This is an optimization exercise on Yosys and OpenROAD, whose aim is small area, a short achievable clock period and few clock cycles, not a production implementation.
Only the layout flow was run in this run; the RTL was not checked for function there.
No activity file was given, so power comes from the tool's default toggle rates.

--- flow/config.mk ---
export PLATFORM = sky130hd
export DESIGN_NAME = hufdec
export DESIGN_NICKNAME = hufdec
export VERILOG_FILES = /design/flow/design.v
export SDC_FILE = /design/flow/constraint.sdc
export NUM_CORES = 4
export LEC_CHECK = 0
export ABC_AREA = 1
export CAP_MARGIN = 20
export CORE_MARGIN = 2
export CORE_UTILIZATION = 40
export SLEW_MARGIN = 20
--- flow/constraint.sdc ---
create_clock -name core_clock -period 10.0 [get_ports {clk}]
set_input_delay 2.0000 -clock core_clock [delete_from_list [all_inputs] [get_ports {clk}]]
set_output_delay 2.0000 -clock core_clock [all_outputs]
set_load 0.01 [all_outputs]
--- flow/design.v ---
module hufdec_len (
    input  wire [11:0] t,
    output wire        c2, c3, c4, c6, c8, c11, c12
);
  wire ones4 = t[11] & t[10] & t[9] & t[8];
  wire lo30  = ~t[7] & ~t[6] & ~(t[5] & t[4] & t[3] & t[2]);
  assign c2  = ~t[11] & ~t[10];
  assign c3  = ~t[11] &  t[10];
  assign c4  =  t[11] & ~t[10];
  assign c6  =  t[11] &  t[10] & ~t[9];
  assign c8  =  t[11] &  t[10] &  t[9] & ~t[8];
  assign c11 = ones4 &  lo30;
  assign c12 = ones4 & ~lo30;
endmodule
module hufdec_val (
    input  wire [11:0] t,
    input  wire        c3, c4, c6, c8, c11, c12,
    output wire [7:0]  val,
    output wire        eos
);
  wire [7:0] a = ({8{c4}}  & {7'd0, t[8]})   | ({8{c6}}  & {6'd0, t[7:6]}) |
                 ({8{c8}}  & {5'd0, t[6:4]}) | ({8{c11}} & {1'b0, t[7:1]}) |
                 ({8{c12}} & t[7:0]);
  wire       hi11 = t[7] | t[6] | t[5] | (t[4] & t[3] & t[2] & t[1]);    
  wire [7:0] b = ({8{c3}}  & (t[9] ? 8'hFF : 8'h01)) | ({8{c4}}  & (t[9] ? 8'hFD : 8'h02)) |
                 ({8{c6}}  & (t[8] ? 8'hF9 : 8'h04)) | ({8{c8}}  & (t[7] ? 8'hF1 : 8'h08)) |
                 ({8{c11}} & (hi11 ? 8'hD3 : 8'h10)) | ({8{c12}} & 8'hE3);
  wire [7:0] v = a + b;
  assign val = v;
  assign eos = c12 & (&t[7:0]);
endmodule
module hufdec (
    input  wire        clk,
    input  wire        rst,           
    input  wire        cmd_valid,
    output wire        cmd_ready,
    input  wire [1:0]  cmd_op,        
    input  wire [23:0] cmd_arg,
    output reg         out_valid,
    input  wire        out_ready,
    output reg         out_end,       
    output wire [7:0]  out_data,
    output wire [1:0]  out_reason     
);
  localparam W = 22;                  
  localparam CW = 5;
  localparam [1:0] OP_START = 2'd0, OP_BYTE = 2'd1, OP_END = 2'd2;
  reg          rdy;                   
  reg          s_v;                   
  reg  [1:0]   s_op;
  reg  [7:0]   s_b;                   
  reg          nz;                    
  reg          run;                   
  reg  [W-1:0] bbuf;                  
  reg  [CW-1:0] cnt;
  reg  [23:0]  rem;
  reg          rem_one;               
  reg  [3:0]   ocnt;
  reg          out_lim;               
  reg  [7:0]   o_data;                
  reg          k_v, k_end, k_lim;     
  reg  [7:0]   k_data;
  assign cmd_ready  = rdy;
  assign out_data   = o_data;
  assign out_reason = o_data[1:0];
  wire [11:0] t = bbuf[W-1:W-12];
  wire c2, c3, c4, c6, c8, c11, c12;
  hufdec_len u_len (.t(t), .c2(c2), .c3(c3), .c4(c4), .c6(c6), .c8(c8), .c11(c11), .c12(c12));
  wire [7:0] sym;
  wire       eos;
  hufdec_val u_val (.t(t), .c3(c3), .c4(c4), .c6(c6), .c8(c8), .c11(c11), .c12(c12),
                    .val(sym), .eos(eos));
  wire en   = run & ~k_v;
  wire g2   = en & c2  & (cnt >= 2);
  wire g3   = en & c3  & (cnt >= 3);
  wire g4   = en & c4  & (cnt >= 4);
  wire g6   = en & c6  & (cnt >= 6);
  wire g8   = en & c8  & (cnt >= 8);
  wire g11  = en & c11 & (cnt >= 11);
  wire g12  = en & c12 & (cnt >= 12);
  wire go   = g2 | g3 | g4 | g6 | g8 | g11 | g12;
  wire drained = ~run | ~((c2 & (cnt >= 2)) | (c3 & (cnt >= 3)) | (c4 & (cnt >= 4)) |
                         (c6 & (cnt >= 6)) | (c8 & (cnt >= 8)) | (c11 & (cnt >= 11)) |
                         (c12 & (cnt >= 12)));
  wire s_start = s_v & (s_op == OP_START);
  wire s_byte  = s_v & (s_op == OP_BYTE);
  wire s_end   = s_v & (s_op == OP_END);
  wire ctl_ok  = drained & ~k_v;
  wire do_start = s_start & ctl_ok;
  wire do_end   = s_end & ctl_ok;
  wire room     = (cnt <= W - 8);    
  wire do_byte  = s_byte & room;
  wire s_done   = s_byte ? room : (s_start | s_end) ? ctl_ok : 1'b1;
  wire n_zero   = nz;
  wire rem1     = s_start ? (ocnt == 4'd1) : rem_one;
  wire sym_byte = go & ~eos;
  wire stop     = (go & eos) | (sym_byte & rem1) | (do_end & run);
  wire [W-1:0] ins = do_byte ? ({s_b, {(W-8){1'b0}}} >> cnt) : {W{1'b0}};
  wire [W-1:0] bm  = bbuf | ins;
  wire keep = ~go & ~do_start;
  wire [W-1:0] bbuf_n = ({W{keep}} & bm)        | ({W{g2}}  & (bm << 2))  |
                        ({W{g3}}  & (bm << 3))  | ({W{g4}}  & (bm << 4))  |
                        ({W{g6}}  & (bm << 6))  | ({W{g8}}  & (bm << 8))  |
                        ({W{g11}} & (bm << 11)) | ({W{g12}} & (bm << 12));
  wire [CW-1:0] ci = do_byte ? cnt + 5'd8 : cnt;
  wire [CW-1:0] cnt_d = ({CW{keep}} & ci)          | ({CW{g2}}  & (ci - 5'd2)) |
                        ({CW{g3}}  & (ci - 5'd3))  | ({CW{g4}}  & (ci - 5'd4)) |
                        ({CW{g6}}  & (ci - 5'd6))  | ({CW{g8}}  & (ci - 5'd8)) |
                        ({CW{g11}} & (ci - 5'd11)) | ({CW{g12}} & (ci - 5'd12));
  wire run_n = do_start ? ~n_zero : (run & ~stop);
  wire [CW-1:0] cnt_n = run_n ? cnt_d : {CW{1'b0}};
  wire       push   = go | (do_start & n_zero) | (do_end & run);
  wire       p_end  = ~sym_byte;
  wire       p_lim  = sym_byte & rem1;
  wire [7:0] p_data = sym_byte ? sym : {6'd0, go ? 2'd2 : do_end ? 2'd3 : 2'd1};
  wire out_take = out_valid & out_ready;
  wire out_free = ~out_valid | out_ready;
  wire fire = cmd_valid & rdy;
  wire fire_start = fire & (cmd_op == OP_START);
  wire [4:0] rem_c  = (|rem[23:5]) ? 5'd31 : rem[4:0];
  wire [4:0] rem_c0 = rem_c;
  wire [4:0] rem_c1 = rem_c - 5'd1;
  wire [3:0] ocnt0  = (rem_c0 >= 5'd15) ? 4'd15 : rem_c0[3:0];
  wire [3:0] ocnt1  = (rem_c1 >= 5'd15) ? 4'd15 : rem_c1[3:0];
  wire [3:0] ocnt_ld = sym_byte ? ocnt1 : ocnt0;
  wire s_v_n = fire | (s_v & ~s_done);
  wire [1:0] s_op_n = fire ? cmd_op : s_op;
  wire s_ctl_n = s_v_n & ~s_op_n[0];   
  wire s_byte_n = s_v_n & (s_op_n == OP_BYTE);
  wire k_v_n = out_take & out_lim ? k_v | push :
               out_free ? (k_v & push) : (k_v | push);
  wire fits_n = ~run_n | do_start | (keep & (ci <= W - 8)) | (g2 & (ci <= W - 6)) |
                (g3 & (ci <= W - 5)) | (g4 & (ci <= W - 4)) | (g6 & (ci <= W - 2)) |
                g8 | g11 | g12;
  wire rdy_n = s_ctl_n ? (~run_n & ~k_v_n) :
               s_byte_n ? fits_n : 1'b1;
  always @(posedge clk) begin
    if (rst) begin
      rdy       <= 1'b1;
      s_v       <= 1'b0;
      run       <= 1'b0;
      cnt       <= {CW{1'b0}};
      out_valid <= 1'b0;
      k_v       <= 1'b0;
    end else begin
      rdy <= rdy_n;
      s_v <= s_v_n;
      run <= run_n;
      cnt <= cnt_n;
      k_v <= k_v_n;
      if (out_take & out_lim)
        out_valid <= 1'b1;
      else if (out_free)
        out_valid <= k_v | push;
    end
    s_op <= s_op_n;
    if (rdy) s_b <= cmd_arg[7:0];
    bbuf <= bbuf_n;
    if (fire_start) begin
      nz      <= (cmd_arg == 24'd0);
      rem     <= cmd_arg;
      rem_one <= (cmd_arg == 24'd1);
      ocnt    <= ocnt_ld;
    end else if (sym_byte) begin
      if (s_start)
        ocnt <= ocnt - 4'd1;
      else begin
        rem     <= rem - 24'd1;
        rem_one <= (rem == 24'd2);
      end
    end
    if (out_take & out_lim) begin
      out_end     <= 1'b1;
      out_lim     <= 1'b0;
      o_data[1:0] <= 2'd1;
    end else if (out_free) begin
      if (k_v) begin
        out_end <= k_end;
        out_lim <= k_lim;
        o_data  <= k_data;
      end else begin
        out_end <= p_end;
        out_lim <= p_lim;
        o_data  <= p_data;
      end
    end
    if (push) begin
      k_end  <= p_end;
      k_lim  <= p_lim;
      k_data <= p_data;
    end
  end
endmodule
--- flow/flow/run.sh ---
#!/bin/bash
# Layout flow: the standard flow (standard.sh, ORFS synthesis to finish)
# with these changes, all inside synthesis mapping and timing repair:
#  - ABC maps the logic with flow/abc_area.script in place of ORFS's
#    abc_area.script; yosys's passes and the flip-flop mapping are the
#    standard ones, so the registers are the same
#  - no full-adder extraction before ABC (ADDER_MAP_FILE empty)
#  - repair_timing keeps MARGIN ns of setup slack on the 10 ns clock, so it
#    sizes and buffers for a shorter achieved period
# The clock, I/O delays and all other constraints are the design's own.
# Logs: standard.log here, each ORFS step's log under orfs/logs.
set -euo pipefail
W=$PWD
F=$W/flow
MARGIN=7.2
# ORFS's synth.tcl with the abc call given our script
sed "s#log_cmd abc {\*}\$abc_args#lset abc_args 1 $F/abc_area.script; log_cmd abc {*}\$abc_args#" \
  "$FLOW_HOME/scripts/synth.tcl" > "$W/synth_abc.tcl"
grep -q "lset abc_args 1" "$W/synth_abc.tcl"
# The standard flow's synthesis script, sourcing that copy
sed "s#source \$::env(SCRIPTS_DIR)/synth.tcl#source $W/synth_abc.tcl#" "$W/synth_recipe.tcl" > "$W/synth_top.tcl"
grep -q "synth_abc.tcl" "$W/synth_top.tcl"
bash standard.sh SYNTH_SCRIPT="$W/synth_top.tcl" ADDER_MAP_FILE= \
  SETUP_SLACK_MARGIN=$MARGIN finish > standard.log 2>&1
--- flow/flow/abc_area.script ---
strash
dc2
dch -f
map
topo
stime -c
buffer -c
upsize -c
dnsize -c
--- flow/standard.sh ---
#!/bin/bash
# synth_recipe.tcl (not shown) runs the flow's synth.tcl, then flattens the netlist and writes it again
# the make line also repeats each setting of config.mk as NAME=value (left out here)
make -C /OpenROAD-flow-scripts/flow DESIGN_CONFIG=/design/flow/config.mk WORK_HOME=/design/flow/orfs CLKGATE_MAP_FILE= SYNTH_SCRIPT=/design/flow/synth_recipe.tcl "${@:-finish}"
==> metrics.yaml <==
outcome:
  status: "finished clean"
critical_path:
  crit_type: "in2reg"
  critPathArrivalTime_ns: 3.09
  cp_max_fo: 2
  startpoint_type: "input pin"
  critPathRequiredTime_ns: 10.21
  end_kind: "flip-flop"
global_route:
  grt_first_pass_wirelength_mm: 33.2
  grt_remaining_overflow: 0
  grt_usage: 0.254
  grt_pass1_vias: 6257
  grt_max_degree: 25
  grt_antenna_before_repair: 0
sta:
  grt_setup_unrepaired: "yes"
  hold_viol_final: 0
  worst_pin_slew_ns: 0.888
  report.final.setup_viol: 0
  fin_skew_ns: 0.0122
  tns_ns: 0
  layout_setup_ws_ns: 7.12
  fin_crit_sh: 0.288
  fmax_ghz: 0.347
  finalCriticalPeriod_ns: 2.88
  max_slew_margin: 0.407
  slew_violations: 0
power_and_ir_drop:
  p_per_area_nw_per_um2: 135
  ir_worst_vdd_mv: 0.0979
  leakage_uw: 0.00301
synth:
  synthArstFlopShare: 0
  synth_top_cell_by_area: "edfxtp_1"
  synthesis.area_um2: 6200
  synth-seq-cells: 92
  avgSynthCellArea_um2: 7.63
  synth_edf_count: 54
  synth_area_leaders: "edfxtp_1 26%, dfxtp_1 12%, nand2_1 8.7%"
  yosysTopAreaCellShare: 0.261
  ys_types: 71
  ys.warnings.count: 1
  seq_area_frac_synth: 0.384
  synth_flop_cell: "edfxtp_1"
  syn_inst: 813
  synthesis.nets: 843
route:
  wl_met2_mm: 9.41
  wl_met3_mm: 2.00
  drt-met1-wl_mm: 8.99
  routed_wirelength_mm: 20.8
  drcViolationCount: 0
  drtIter0Drc: 873
  routed.top_layer: "met4"
  ant_nets: 0
  dr.pass1.iters: 8
  routed_via_density: 6.17
  vias: 6538
  wl_per_cell_um: 19.6
clock_tree:
  cts.sinks: 92
  cts_root_buffer: "clkbuf_16"
  postCtsHoldBufs: 0
  h-tree-depth: 3
  cts-buffers-inserted: 9
  clock_latency_ns: 0.36
  cts_tree: "done"
  clkTransAtPathRegs_ns: 0.08
  cts_buffer_depth: 2
place:
  io_buffers: 42
  globalplace.congestion: 0.962
  dp_hpwl_mm: 14.3
  place_inst: 1015
  placed_area_um2: 6750
  dp_slack_ns: 5.56
floorplan:
  die_h_um: 129
  core_area_um2: 15200
  row_count: 45
  start_util: 0.408
  die_area_um2: 16500
  io_pins: 43
  die_x_um: 129
layout:
  instances_no_fill: 1060
  nNetsFinal: 897
  most-common-layout-cells: "133 x nand2_1, 90 x nor2_1, 73 x inv_1"
  design_area_um2: 7640
  layout_commonest_cell: "nand2_1"
  drive_gt1_frac: 0.189
  area_growth_pct: 23.2
  diodes: 0
hold_path:
  hold_path.class: "reg2reg"
job:
  drv_cap: 0
==> area by class of cell <==
class | count | area [um^2]
tap | 188 | 235
timing repair inverter | 5 | 62.6
multi-input combinational | 614 | 3670
sequential | 92 | 2410
fill | 1477 | 7560
timing repair buffer | 64 | 629
inverter | 81 | 340
clock inverter | 7 | 65.1
clock buffer | 9 | 225
==> routing by layer <==
metal / vias up / GRT usage
li1: 3083 / -
met1: 3033 / 0.356
met2: 374 / 0.401
met3: 48 / 0.0520
met4: 0 / 0.0703
met5: - / 0
==> registers in the layout, summed over array words and instances (netlist names), 2 cells and up <==
register	cells
s_b	8
k_data	8
ocnt	4
rem	24
o_data	8
s_op	2
bbuf	22
cnt	5
==> path summary, 6_finish.rpt <==
kind	from	cells past startpoint	slack (ns)	endpoint
worst max-delay path	cmd_arg[4]	5	7.12	nz$_DFFE_PP_
worst min-delay path	out_lim$_SDFFE_PP0N_	2	0.52	out_lim$_SDFFE_PP0N_
worst max register to register	cnt[0]$_SDFF_PP0_	7	7.37	bbuf[12]$_DFF_P_
worst min register to register	out_lim$_SDFFE_PP0N_	2	0.52	out_lim$_SDFFE_PP0N_
==> cell usage after synthesis (7+ instances only) <==
cell and count:
nand3_1 40, nand2_1 144, nor2_1 98, a21oi_1 42, nor4_1 10, o21ai_0 56, clkbuf_1 16, edfxtp_1 54
inv_1 78, a31oi_1 25, nand4_1 19, dfxtp_1 38, buf_4 8, a22oi_1 16, o211ai_1 10, o22ai_1 23
nor3_1 13, o2111ai_1 7, a221oi_1 12
==> worst max-delay path, cell delays in order <==
cell	delay, ns
buf_6	0.09
or4_4	0.54
nor4_4	0.13
nand4_1	0.17
nor2_2	0.15
==> power by group <==
part           leakage [uW]  switching (uW)  internal, uW
Combinational       0.00202             142          79.3
Clock              0.000147             172           175
Sequential         0.000844            38.6           424
==> kinds of logic after synthesis <==
group           Yosys count  synth area share
xor+xnor                  5           0.00706
buf+inv                 110            0.0744
compound gates          243             0.261
simple gates            362             0.272
flops                    92             0.384
mux                       1           0.00161
==> metrics by stage <==
step           power, uW  hold slack (ns)   util
2_1_floorplan        602            0.473      -
3_5_place_dp         669            0.494  0.444
6_report            1030            0.525  0.503
4_1_cts             1020            0.508  0.485
5_1_grt             1080            0.532  0.503
3_3_place_gp         669            0.475  0.444
==> repair_timing <==
item,CTS,global route
gates cloned,7,1
pin swaps,16,21
endpoints found under the setup margin,140,117
resized for setup,159,50
buffers inserted,10,11

-- separate check: timing with driven ports --
How much do the figures lean on ideal ports? The routed layout below was timed once more, with nothing changed but the port constraints. Step 1 sets driving cells, clkbuf_16 on the clock port and buf_2 on the other inputs (assumed; they add their load-dependent delay and slew). Step 2 also shifts input and output timing later by t, the mid clock arrival at the registers, as if the neighbouring blocks saw the same clock. Three values: ideal, step 1, step 2; two values: the first two.
t (ns): 0.395
slack for setup (ns): 7.118 / 7.089 / 6.726
worst setup path after step 2: input to register
latest minus earliest clock arrival (ns): 0.013 / 0.012
slew at the worst register clock pin (ns): 0.08 / 0.08
After both steps setup and hold are still met in this run. The setup slack of this run moves by -0.029 ns with the drivers and by -0.392 ns with both steps.
